What follows belongs to an exercise in optimizing a design on an open flow for small area; a production flow would make more cautious choices.
RTL that was checked went through simulation tests only; none was proved equivalent to the original.
Power figures rest on the tool's default switching activity, not on a simulated workload.

== before ==
==> flow/design.v <==
module pn532_engine (
    input  wire        clk,
    input  wire        rst,
    input  wire        req_valid,
    output wire        req_ready,
    input  wire [1:0]  req_op,
    input  wire [31:0] req_timeout,
    output wire        res_valid,
    output reg  [7:0]  res_status,
    output reg  [7:0]  res_sub,
    output reg  [2:0]  res_phase,
    output reg  [3:0]  res_len,
    output wire [79:0] res_data,
    output wire        xw_valid,
    output reg  [7:0]  xw_data,
    output reg         xw_last,
    input  wire        xw_ready,
    input  wire        xw_done,
    input  wire        xw_fail,
    output wire        xr_req,
    output reg  [7:0]  xr_len,
    input  wire        rd_valid,
    input  wire [7:0]  rd_data,
    input  wire        rd_fail,
    output wire        ck_req,
    input  wire        ck_valid,
    input  wire [31:0] ck_ms
);
    localparam [1:0] C_GFV = 2'd0, C_SAM = 2'd1, C_INLPT = 2'd2;
    localparam [3:0] S_IDLE = 4'd0, S_WR = 4'd1, S_WRW = 4'd2, S_CKQ = 4'd3,
                     S_CKW = 4'd4, S_RDQ = 4'd5, S_RDW = 4'd6, S_FIN0 = 4'd7,
                     S_FIN = 4'd8;
    localparam [1:0] K_STAT = 2'd0, K_ACK = 2'd1, K_HDR = 2'd2, K_BODY = 2'd3;
    localparam [4:0] E_NONE = 5'd0,  E_NT = 5'd1,     E_WF = 5'd2,    E_RF = 5'd3,
                     E_TMO = 5'd4,   E_ACK = 5'd5,    E_START = 5'd6, E_LCS = 5'd7,
                     E_OVF = 5'd8,   E_POST = 5'd9,   E_SHORT = 5'd10, E_TFI = 5'd11,
                     E_DCS = 5'd12,  E_PROTO = 5'd13, E_SHAPE = 5'd14, E_COUNT = 5'd15,
                     E_TRUNC = 5'd16, E_UIDZ = 5'd17, E_PAST = 5'd18, E_CAP = 5'd19;
    reg [3:0]  st;
    reg [1:0]  rk;        
    reg        rsp;       
    reg        t0;        
    reg [1:0]  cmd;
    reg        beg;       
    reg [5:0]  cnt;
    reg [5:0]  plen;
    reg [7:0]  sum;
    reg        bad;
    reg [4:0]  err;
    reg [3:0]  ulen;
    reg [79:0] r;
    assign req_ready = (st == S_IDLE);
    assign xw_valid  = (st == S_WR);
    assign xr_req    = (st == S_RDQ);
    assign ck_req    = (st == S_CKQ);
    assign res_valid = (st == S_FIN) && (cnt == 6'd10);
    assign res_data  = r;
    always @(*) begin
        xw_data = 8'h00;
        case (cnt[3:0])
            4'd2: xw_data = 8'hFF;
            4'd3: xw_data = (cmd == C_GFV) ? 8'h02 : (cmd == C_SAM) ? 8'h05 : 8'h04;
            4'd4: xw_data = (cmd == C_GFV) ? 8'hFE : (cmd == C_SAM) ? 8'hFB : 8'hFC;
            4'd5: xw_data = 8'hD4;
            4'd6: xw_data = (cmd == C_GFV) ? 8'h02 : (cmd == C_SAM) ? 8'h14 : 8'h4A;
            4'd7: xw_data = (cmd == C_GFV) ? 8'h2A : 8'h01;
            4'd8: xw_data = (cmd == C_SAM) ? 8'h14 : 8'h00;
            4'd9: xw_data = (cmd == C_SAM) ? 8'h01 : 8'hE1;
            4'd10: xw_data = (cmd == C_SAM) ? 8'h02 : 8'h00;
            default: xw_data = 8'h00;
        endcase
        xw_last = (cmd == C_GFV) ? (cnt[3:0] == 4'd8) :
                  (cmd == C_SAM) ? (cnt[3:0] == 4'd11) : (cnt[3:0] == 4'd10);
    end
    always @(*) begin
        case (rk)
            K_STAT: xr_len = 8'd1;
            K_ACK:  xr_len = 8'd7;
            K_HDR:  xr_len = 8'd6;
            default: xr_len = {2'b00, plen} + 8'd2;
        endcase
    end
    reg [3:0] n;    
    always @(*) begin
        res_status = 8'h82;
        res_sub    = 8'h00;
        res_phase  = rsp ? 3'd5 : 3'd3;
        n          = 4'd1;
        case (err)
            E_NONE:  begin res_status = 8'h00; res_phase = 3'd0;
                           n = (cmd == C_GFV) ? 4'd4 : (cmd == C_SAM) ? 4'd0 : ulen; end
            E_NT:    begin res_status = 8'h01; res_phase = 3'd0; n = 4'd0; end
            E_WF:    begin res_status = 8'h80; res_sub = 8'h01; res_phase = 3'd1; n = 4'd0; end
            E_RF:    begin res_status = 8'h80; res_sub = 8'h02; n = 4'd0; end
            E_TMO:   begin res_status = 8'h81; end
            E_ACK:   begin res_sub = 8'h01; n = 4'd6; end
            E_START: begin res_sub = 8'h02; n = 4'd3; end
            E_LCS:   begin res_sub = 8'h03; n = 4'd2; end
            E_OVF:   begin res_status = 8'h84; res_sub = 8'h02; end
            E_POST:  res_sub = 8'h04;
            E_SHORT: res_sub = 8'h05;
            E_TFI:   res_sub = 8'h06;
            E_DCS:   res_sub = 8'h07;
            E_PROTO: res_status = 8'h83;
            E_SHAPE: res_sub = 8'h08;
            E_COUNT: res_sub = 8'h09;
            E_TRUNC: res_sub = 8'h0A;
            E_UIDZ:  begin res_sub = 8'h0B; n = 4'd0; end
            E_PAST:  res_sub = 8'h0C;
            default: begin res_status = 8'h84; res_sub = 8'h03; end    
        endcase
        res_len = n;
    end
    wire [7:0] b      = rd_data;
    wire       b_exp  = (cnt[2:0] == 3'd3 || cnt[2:0] == 3'd5) ? (b != 8'hFF) : (b != 8'h00);
    wire       chk    = (cnt[2:0] != 3'd0) && (rk == K_ACK || cnt[2:0] <= 3'd3);
    wire       bad_n  = bad | ((rk == K_BODY) ? is_dcs : (chk & b_exp));
    wire [7:0] sum_n  = sum + b;                
    wire       is_dcs = (cnt == plen);
    wire       is_post= bad;                    
    wire       noerr  = (err == E_NONE);
    wire [7:0] code1  = (cmd == C_GFV) ? 8'h03 : (cmd == C_SAM) ? 8'h15 : 8'h4B;
    wire [5:0] uoff   = cnt - 6'd8;
    wire [31:0] bound = !rsp ? 32'd50 : (cmd == C_INLPT) ? r[31:0] : 32'd100;
    wire [31:0] t0v = r[63:32];
    wire [31:0] cs  = ck_ms ^ ~t0v ^ ~bound;
    wire [31:0] cc  = (ck_ms & ~t0v) | (ck_ms & ~bound) | (~t0v & ~bound);
    reg         c, ge;
    integer     k;
    always @(*) begin
        c = cs[1] | cc[0];
        for (k = 2; k < 32; k = k + 1)
            c = (cs[k] & cc[k-1]) | ((cs[k] | cc[k-1]) & c);
        ge = 1'b1;    
        for (k = 0; k < 32; k = k + 1)
            ge = (ck_ms[k] & ~t0v[k]) | (~(ck_ms[k] ^ t0v[k]) & ge);
    end
    wire bc = ge ? ~(cc[31] & c) : ~(cc[31] | c);
    wire        late  = ~bc;
    reg       push, load9;
    reg       st_fin;
    always @(*) begin
        push  = 1'b0;
        load9 = 1'b0;
        if (st == S_FIN && cnt != 6'd10) push = 1'b1;
        if (st == S_RDW && rd_valid) begin
            case (rk)
                K_STAT: load9 = 1'b1;
                K_ACK:  push = 1'b1;
                K_HDR:  begin
                    if (cnt[2:0] <= 3'd3) push = 1'b1;
                    else if (cnt[2:0] == 3'd4) push = !bad;
                    else push = !bad && (sum_n != 8'h00);
                end
                default: begin
                    if (is_post) load9 = (b != 8'h00);
                    else if (is_dcs) load9 = (sum_n != 8'h00) && err != E_SHORT && err != E_TFI;
                    else if (noerr) begin
                        case (cnt)
                            6'd0: load9 = (b != 8'hD5);
                            6'd1: load9 = (b != code1);
                            6'd2: begin
                                if (cmd == C_GFV) push = 1'b1;
                                else load9 = (b > 8'h01);
                            end
                            6'd3, 6'd4, 6'd5: push = (cmd == C_GFV);
                            6'd7: load9 = (b != 8'h00);
                            default: push = (cmd == C_INLPT) && (cnt >= 6'd8) && (uoff < {2'b00, ulen});
                        endcase
                    end
                end
            endcase
        end
    end
    always @(posedge clk) begin
        if (st == S_IDLE)
            r[31:0] <= req_timeout;
        else if (st == S_CKW && ck_valid && t0)
            r[63:32] <= ck_ms;
        else if (push) begin
            r[79:72] <= (st == S_FIN) ? 8'h00 : b;
            r[71:32] <= r[79:40];
            if (rsp || st == S_FIN) r[31:0] <= r[39:8];
        end else if (load9)
            r[79:72] <= b;
    end
    always @(posedge clk) begin
        if (rst) begin
            st <= S_IDLE;
        end else begin
            case (st)
            S_IDLE: begin
                if (req_valid) begin
                    cmd <= (req_op == 2'd2) ? C_SAM : (req_op == 2'd3) ? C_INLPT : C_GFV;
                    beg <= (req_op == 2'd0);
                    cnt <= 6'd0;
                    rsp <= 1'b0;
                    st  <= S_WR;
                end
            end
            S_WR: begin
                if (xw_ready) begin
                    cnt <= cnt + 6'd1;
                    if (xw_last) st <= S_WRW;
                end
            end
            S_WRW: begin
                if (xw_done) begin
                    if (xw_fail) begin
                        err <= E_WF;
                        st  <= S_FIN0;
                    end else begin
                        t0 <= 1'b1;
                        st <= S_CKQ;
                    end
                end
            end
            S_CKQ: st <= S_CKW;
            S_CKW: begin
                if (ck_valid) begin
                    t0 <= 1'b0;
                    rk <= K_STAT;
                    if (!t0 && late) begin
                        err <= E_TMO;
                        st  <= S_FIN0;
                    end else
                        st <= S_RDQ;
                end
            end
            S_RDQ: begin
                cnt <= 6'd0;
                bad <= 1'b0;
                sum <= 8'h00;
                st  <= S_RDW;
            end
            S_RDW: begin
                if (rd_fail) begin
                    err <= E_RF;
                    st  <= S_FIN0;
                end else if (rd_valid) begin
                    cnt <= cnt + 6'd1;
                    bad <= bad_n;
                    case (rk)
                    K_STAT: begin
                        if (b == 8'h01) begin
                            rk <= rsp ? K_HDR : K_ACK;
                            st <= S_RDQ;
                        end else
                            st <= S_CKQ;
                    end
                    K_ACK: begin
                        if (cnt[2:0] == 3'd6) begin
                            if (bad_n) begin
                                err <= E_ACK;
                                st  <= S_FIN0;
                            end else begin
                                rsp <= 1'b1;
                                t0  <= 1'b1;
                                st  <= S_CKQ;
                            end
                        end
                    end
                    K_HDR: begin
                        if (cnt[2:0] == 3'd4) begin
                            plen <= b[5:0];
                            sum  <= sum_n;
                        end
                        if (cnt[2:0] == 3'd5) begin
                            if (bad_n) begin
                                err <= E_START;
                                st  <= S_FIN0;
                            end else if (sum_n != 8'h00) begin
                                err <= E_LCS;
                                st  <= S_FIN0;
                            end else if (r[79:72] > 8'd62) begin
                                err <= E_OVF;
                                st  <= S_FIN0;
                            end else begin
                                err <= (r[79:73] == 7'd0) ? E_SHORT : E_NONE;
                                rk  <= K_BODY;
                                st  <= S_RDQ;
                            end
                        end
                    end
                    default: begin
                        if (!is_post && !is_dcs) sum <= sum_n;
                        if (is_post) begin
                            if (b != 8'h00) err <= E_POST;
                            if (b == 8'h00 && noerr && beg && cmd == C_GFV) begin
                                beg <= 1'b0;
                                cmd <= C_SAM;
                                cnt <= 6'd0;
                                rsp <= 1'b0;
                                st  <= S_WR;
                            end else
                                st  <= S_FIN0;
                        end else if (is_dcs) begin
                            if (sum_n != 8'h00 && err != E_SHORT && err != E_TFI) err <= E_DCS;
                        end else if (noerr) begin
                            case (cnt)
                            6'd0: if (b != 8'hD5) err <= E_TFI;
                            6'd1: begin
                                if (b != code1) err <= E_PROTO;
                                else if (cmd == C_GFV && plen != 6'd6) err <= E_SHAPE;
                                else if (cmd == C_INLPT && plen < 6'd3) err <= E_TRUNC;
                            end
                            6'd2: if (cmd == C_INLPT) begin
                                if (b == 8'h00) err <= E_NT;
                                else if (b != 8'h01) err <= E_COUNT;
                                else if (plen < 6'd8) err <= E_TRUNC;
                            end
                            6'd7: if (cmd == C_INLPT) begin
                                ulen <= b[3:0];
                                if (b == 8'h00) err <= E_UIDZ;
                                else if ({1'b0, b} + 9'd8 > {3'b000, plen}) err <= E_PAST;
                                else if (b > 8'd10) err <= E_CAP;
                            end
                            default: ;
                            endcase
                        end
                    end
                    endcase
                end
            end
            S_FIN0: begin
                cnt <= {2'b00, n};
                st  <= S_FIN;
            end
            S_FIN: begin
                if (cnt == 6'd10) st <= S_IDLE;
                else cnt <= cnt + 6'd1;
            end
            default: st <= S_IDLE;
            endcase
        end
    end
endmodule
Settings: LEC_CHECK=0, ABC_AREA=1, CAP_MARGIN=20, CORE_MARGIN=2, CORE_UTILIZATION=40, SLEW_MARGIN=20; clock period 10.0 ns.
run.sh (not shown) runs the stock make flow with config.mk's settings and CLKGATE_MAP_FILE= SYNTH_SCRIPT=/design/flow/synth_recipe.tcl, a recipe that flattens the netlist after the stock synthesis.
before: full flow OK, the timing, design-rule and antenna checks passed
> inputs changed (before -> after)
diff --git a/flow/design.v b/flow/design.v
--- a/flow/design.v
+++ b/flow/design.v
@@ -115,26 +115,25 @@
     wire       b_exp  = (cnt[2:0] == 3'd3 || cnt[2:0] == 3'd5) ? (b != 8'hFF) : (b != 8'h00);
     wire       chk    = (cnt[2:0] != 3'd0) && (rk == K_ACK || cnt[2:0] <= 3'd3);
-    wire       bad_n  = bad | ((rk == K_BODY) ? is_dcs : (chk & b_exp));
-    wire [7:0] sum_n  = sum + b;                
+    wire       bad_n  = bad | (chk & b_exp);
+    wire [7:0] lcs_s  = r[79:72] + b;           
+    wire [7:0] sum_n  = sum + b;
     wire       is_dcs = (cnt == plen);
-    wire       is_post= bad;                    
+    wire       is_post= (cnt == plen + 6'd1);
     wire       noerr  = (err == E_NONE);
     wire [7:0] code1  = (cmd == C_GFV) ? 8'h03 : (cmd == C_SAM) ? 8'h15 : 8'h4B;
     wire [5:0] uoff   = cnt - 6'd8;
     wire [31:0] bound = !rsp ? 32'd50 : (cmd == C_INLPT) ? r[31:0] : 32'd100;
-    wire [31:0] t0v = r[63:32];
-    wire [31:0] cs  = ck_ms ^ ~t0v ^ ~bound;
-    wire [31:0] cc  = (ck_ms & ~t0v) | (ck_ms & ~bound) | (~t0v & ~bound);
-    reg         c, ge;
+    reg  [31:0] el;
+    reg         bs, bc;
     integer     k;
     always @(*) begin
-        c = cs[1] | cc[0];
-        for (k = 2; k < 32; k = k + 1)
-            c = (cs[k] & cc[k-1]) | ((cs[k] | cc[k-1]) & c);
-        ge = 1'b1;    
-        for (k = 0; k < 32; k = k + 1)
-            ge = (ck_ms[k] & ~t0v[k]) | (~(ck_ms[k] ^ t0v[k]) & ge);
+        bs = 1'b0;    
+        bc = 1'b0;    
+        for (k = 0; k < 32; k = k + 1) begin
+            el[k] = ck_ms[k] ^ r[32+k] ^ bs;
+            bs    = (~ck_ms[k] & r[32+k]) | (~(ck_ms[k] ^ r[32+k]) & bs);
+            bc    = (~el[k] & bound[k]) | (~(el[k] ^ bound[k]) & bc);
+        end
     end
-    wire bc = ge ? ~(cc[31] & c) : ~(cc[31] | c);
     wire        late  = ~bc;
     reg       push, load9;
@@ -151,5 +150,5 @@
                     if (cnt[2:0] <= 3'd3) push = 1'b1;
                     else if (cnt[2:0] == 3'd4) push = !bad;
-                    else push = !bad && (sum_n != 8'h00);
+                    else push = !bad && (lcs_s != 8'h00);
                 end
                 default: begin
@@ -262,13 +261,10 @@
                     end
                     K_HDR: begin
-                        if (cnt[2:0] == 3'd4) begin
-                            plen <= b[5:0];
-                            sum  <= sum_n;
-                        end
+                        if (cnt[2:0] == 3'd4) plen <= b[5:0];
                         if (cnt[2:0] == 3'd5) begin
                             if (bad_n) begin
                                 err <= E_START;
                                 st  <= S_FIN0;
-                            end else if (sum_n != 8'h00) begin
+                            end else if (lcs_s != 8'h00) begin
                                 err <= E_LCS;
                                 st  <= S_FIN0;
Findings:
Status | before and after | clean except after
Cmp before and after / sequential share of cell area / higher: before
Relative to before, the synthesized area of after is higher by about 0.4%.
Measured against each other, before and after differ in finished layout cell area, the higher figure coming from after.
after ended with less overall global routing resource usage than before.
Count of multi-input gates: after lower than before
From before to after the numbers moved as follows: hold slack increased by 0.018 ns relative to the old numbers; TritonCTS sink count stayed essentially flat.
The core of after is more densely filled than that of before.
Compared to before, after shows a narrower setup margin.
Function not checked in after: the RTL went through the layout flow alone.

pn532_engine, a different RTL version from the one above (not shown whole).
For scale: roughly 120 flip-flops, roughly 0.0076 mm^2 of cells after synthesis.
clock: 10.0 ns
lec_check: 0
abc_area: 1
cap_margin: 20
core_margin: 2
core_utilization: 70
slew_margin: 20
standard.sh (not shown) runs the stock make flow with config.mk's settings and CLKGATE_MAP_FILE= SYNTH_SCRIPT=/design/flow/synth_recipe.tcl, a recipe that flattens the netlist after the stock synthesis.
==> flow/flow/run.sh <==
#!/bin/bash
# Layout flow: the standard ORFS flow (standard.sh) with three changes:
#  - synthesis maps logic with an area-oriented ABC script (flow/abc_area.script:
#    deepsyn, then area mapping);
#    the rest of the synthesis (registers, flattening, renaming) is ORFS's own;
#  - port buffers are sky130_fd_sc_hd__buf_1 instead of the flow's default pick;
#  - CTS uses no dummy loads and clkbuf_4 buffers, derated to half their max cap.
# Every tool's output goes to a log file in this folder.
set -euo pipefail
here=$(pwd)
rm -rf "$here/scripts_area"
cp -r "$FLOW_HOME/scripts" "$here/scripts_area"
cp "$here/flow/abc_area.script" "$here/scripts_area/abc_area.script"
export SCRIPTS_DIR="$here/scripts_area"
export BUFFER_PORTS_ARGS="-buffer_cell sky130_fd_sc_hd__buf_1"
export CTS_ARGS="-sink_clustering_enable -repair_clock_nets -dont_use_dummy_load -buf_list sky130_fd_sc_hd__clkbuf_4 -sink_buffer_max_cap_derate 0.5"
bash standard.sh > "$here/standard_flow.log" 2>&1
==> flow/flow/abc_area.script <==
strash
&get -n
&deepsyn -T 30
&put
dch -f
amap
topo
stime -c
Edit:
--- a/flow/design.v
+++ b/flow/design.v
@@ -37,26 +37,24 @@
                      E_SHORT = 5'h15, E_TFI = 5'h16, E_DCS = 5'h17, E_SHAPE = 5'h18,
                      E_COUNT = 5'h19, E_TRUNC = 5'h1A, E_UIDZ = 5'h1B, E_PAST = 5'h1C;
     reg [3:0]  st;
     reg [1:0]  rk;        
     reg        rsp;       
     reg [1:0]  cmd;
     reg [5:0]  cnt;       
     reg [5:0]  plen;      
     reg [7:0]  sum;
     reg        bad;       
     reg [4:0]  err;
     reg [3:0]  ulen;
-    reg        dc;        
-    reg        bz;        
     reg [79:0] r;
     wire is_gfv = !cmd[1];
     assign req_ready = (st == S_ACC);
     assign xw_valid  = (st == S_WR);
     assign xr_req    = (st == S_RDQ);
     assign ck_req    = (st == S_CKQ);
     assign res_valid = (st == S_FIN) && (cnt == 6'd10);
     assign res_data  = r;
     always @(*) begin
         case (cnt[3:0])
             4'd2:  xw_data = 8'hFF;
             4'd3:  xw_data = is_gfv ? 8'h02 : (cmd == C_SAM) ? 8'h05 : 8'h04;
@@ -126,33 +124,33 @@
         begin
             c = 1'b0;
             for (j = 0; j < 6; j = j + 1)
                 c = (~x[j] & y[j]) | ((~x[j] | y[j]) & c);
             lt6 = c;
         end
     endfunction
     wire       uid_in = (cnt[5:3] != 3'd0) && lt6(cnt, {1'b0, ulen[3], ~ulen[3], ulen[2:0]});
     wire [2:0] bh1    = b[5:3] + 3'd1;
     wire       past   = (b[7:6] != 2'd0) || (b[5:3] == 3'd7) || lt6(plen, {bh1, b[2:0]});
     wire       bvar = rsp && (cmd == C_INLPT);
     wire [7:0] bb   = bvar ? r[7:0] : (cnt[1:0] != 2'd0) ? 8'd0 : rsp ? 8'd100 : 8'd50;
-    wire [8:0] dsum = {1'b0, r[39:32]} + {1'b0, bb} + {8'd0, dc};
+    wire [8:0] dsum = {1'b0, r[39:32]} + {1'b0, bb} + {8'd0, sum[0]};
     reg        ge;
     integer    k;
     always @(*) begin
         ge = 1'b1;    
         for (k = 0; k < 32; k = k + 1)
             ge = (ck_ms[k] & ~r[32+k]) | ((ck_ms[k] | ~r[32+k]) & ge);
     end
-    wire late = (ge & !dc) | bz;
+    wire late = (ge & !sum[0]) | bad;
     reg push, load9;
     always @(*) begin
         push  = 1'b0;
         load9 = 1'b0;
         if ((st == S_FIN && cnt != 6'd10) || st == S_LD) push = 1'b1;
         if (st == S_RDW && rd_valid) begin
             case (rk)
                 K_STAT: load9 = 1'b1;
                 K_ACK:  push = 1'b1;
                 K_HDR:  begin
                     if (cnt[2:0] <= 3'd3) push = 1'b1;
                     else if (cnt[2:0] == 3'd4) push = !bad;
@@ -226,44 +224,46 @@
                     end else begin
                         rk <= K_ACK;           
                         st <= S_CKQ;
                     end
                 end
             end
             S_CKQ: st <= S_CKW;
             S_CKW: begin
                 if (ck_valid) begin
                     rk <= K_STAT;
                     if (rk != K_STAT) begin
                         cnt <= 6'd0;
-                        dc  <= 1'b0;
-                        bz  <= 1'b1;
+                        sum <= 8'h00;
+                        bad <= 1'b1;
                         st  <= S_ADD;
                     end else if (late) begin
                         err <= E_TMO;
                         st  <= S_FIN0;
                     end else
                         st <= S_RDQ;
                 end
             end
             S_ADD: begin
                 cnt <= cnt + 6'd1;
-                dc  <= dsum[8];
-                bz  <= bz & (bb == 8'd0);
+                sum <= {7'd0, dsum[8]};
+                bad <= bad & (bb == 8'd0);
                 if (cnt[1:0] == 2'd3) st <= S_RDQ;
             end
             S_RDQ: begin
                 cnt <= 6'd0;
-                bad <= 1'b0;
-                sum <= 8'h00;
+                if (rk != K_STAT) begin
+                    bad <= 1'b0;
+                    sum <= 8'h00;
+                end
                 st  <= S_RDW;
             end
             S_RDW: begin
                 if (rd_fail) begin
                     err <= E_RF;
                     st  <= S_FIN0;
                 end else if (rd_valid) begin
                     cnt <= cnt + 6'd1;
                     bad <= bad_n;
                     case (rk)
                     K_STAT: begin
                         if (b == 8'h01) begin
Wire length is lower by a little under a tenth.
Global-route usage went down by 3.1 points.
Register-to-register slack is worse by 0.55 ns.
First-iteration DRC count falls by about a fifth.
Final area hardly moves.
Maximum frequency went down by a few percent.
Sequential share of layout area went down by 0.64 points.
Worst setup slack degrades by 0.54 ns.
Sequential power rose by roughly a tenth.
Combinational power grows by a quarter to a third.
Die area falls slightly.

[separate check: timing with driven ports]
How much do the figures lean on ideal ports? The routed layouts below were timed once more, with nothing changed but the port constraints.
Step 1 sets driving cells, clkbuf_16 on the clock port and buf_2 on the other inputs (assumed; they add their load-dependent delay and slew).
Step 2 times the ports against the registers' clock, not the clock port: input delays grow and output delays shrink by t, the midpoint of the rising clock arrivals with the driver on.
a / b / c = no drivers / after step 1 / after step 2; a / b = the first two.
run | shift t [ns] | slack for setup (ns) | hold WS [ns] | worst setup path at the end | slew at the worst register clock pin (ns)
before | 0.464 | 3.775 / 3.796 / 3.332 | 0.507 / 0.507 / 0.507 | input to register | 0.07 / 0.07
after | 0.472 | -3.268 / -3.271 / -3.743 | 0.526 / 0.526 / 0.526 | input to register | 0.07 / 0.07
the first run of note 2 | 0.573 | 2.566 / 2.576 / 2.003 | 0.455 / 0.455 / 0.455 | input to register | 0.11 / 0.11
the second run of note 2 | 0.555 | 2.023 / 2.025 / 1.470 | 0.459 / 0.459 / 0.459 | input to register | 0.11 / 0.11
For the first run of note 2, which loses most, drivers alone change the setup slack by +0.010 ns; drivers and shift together by -0.563 ns.
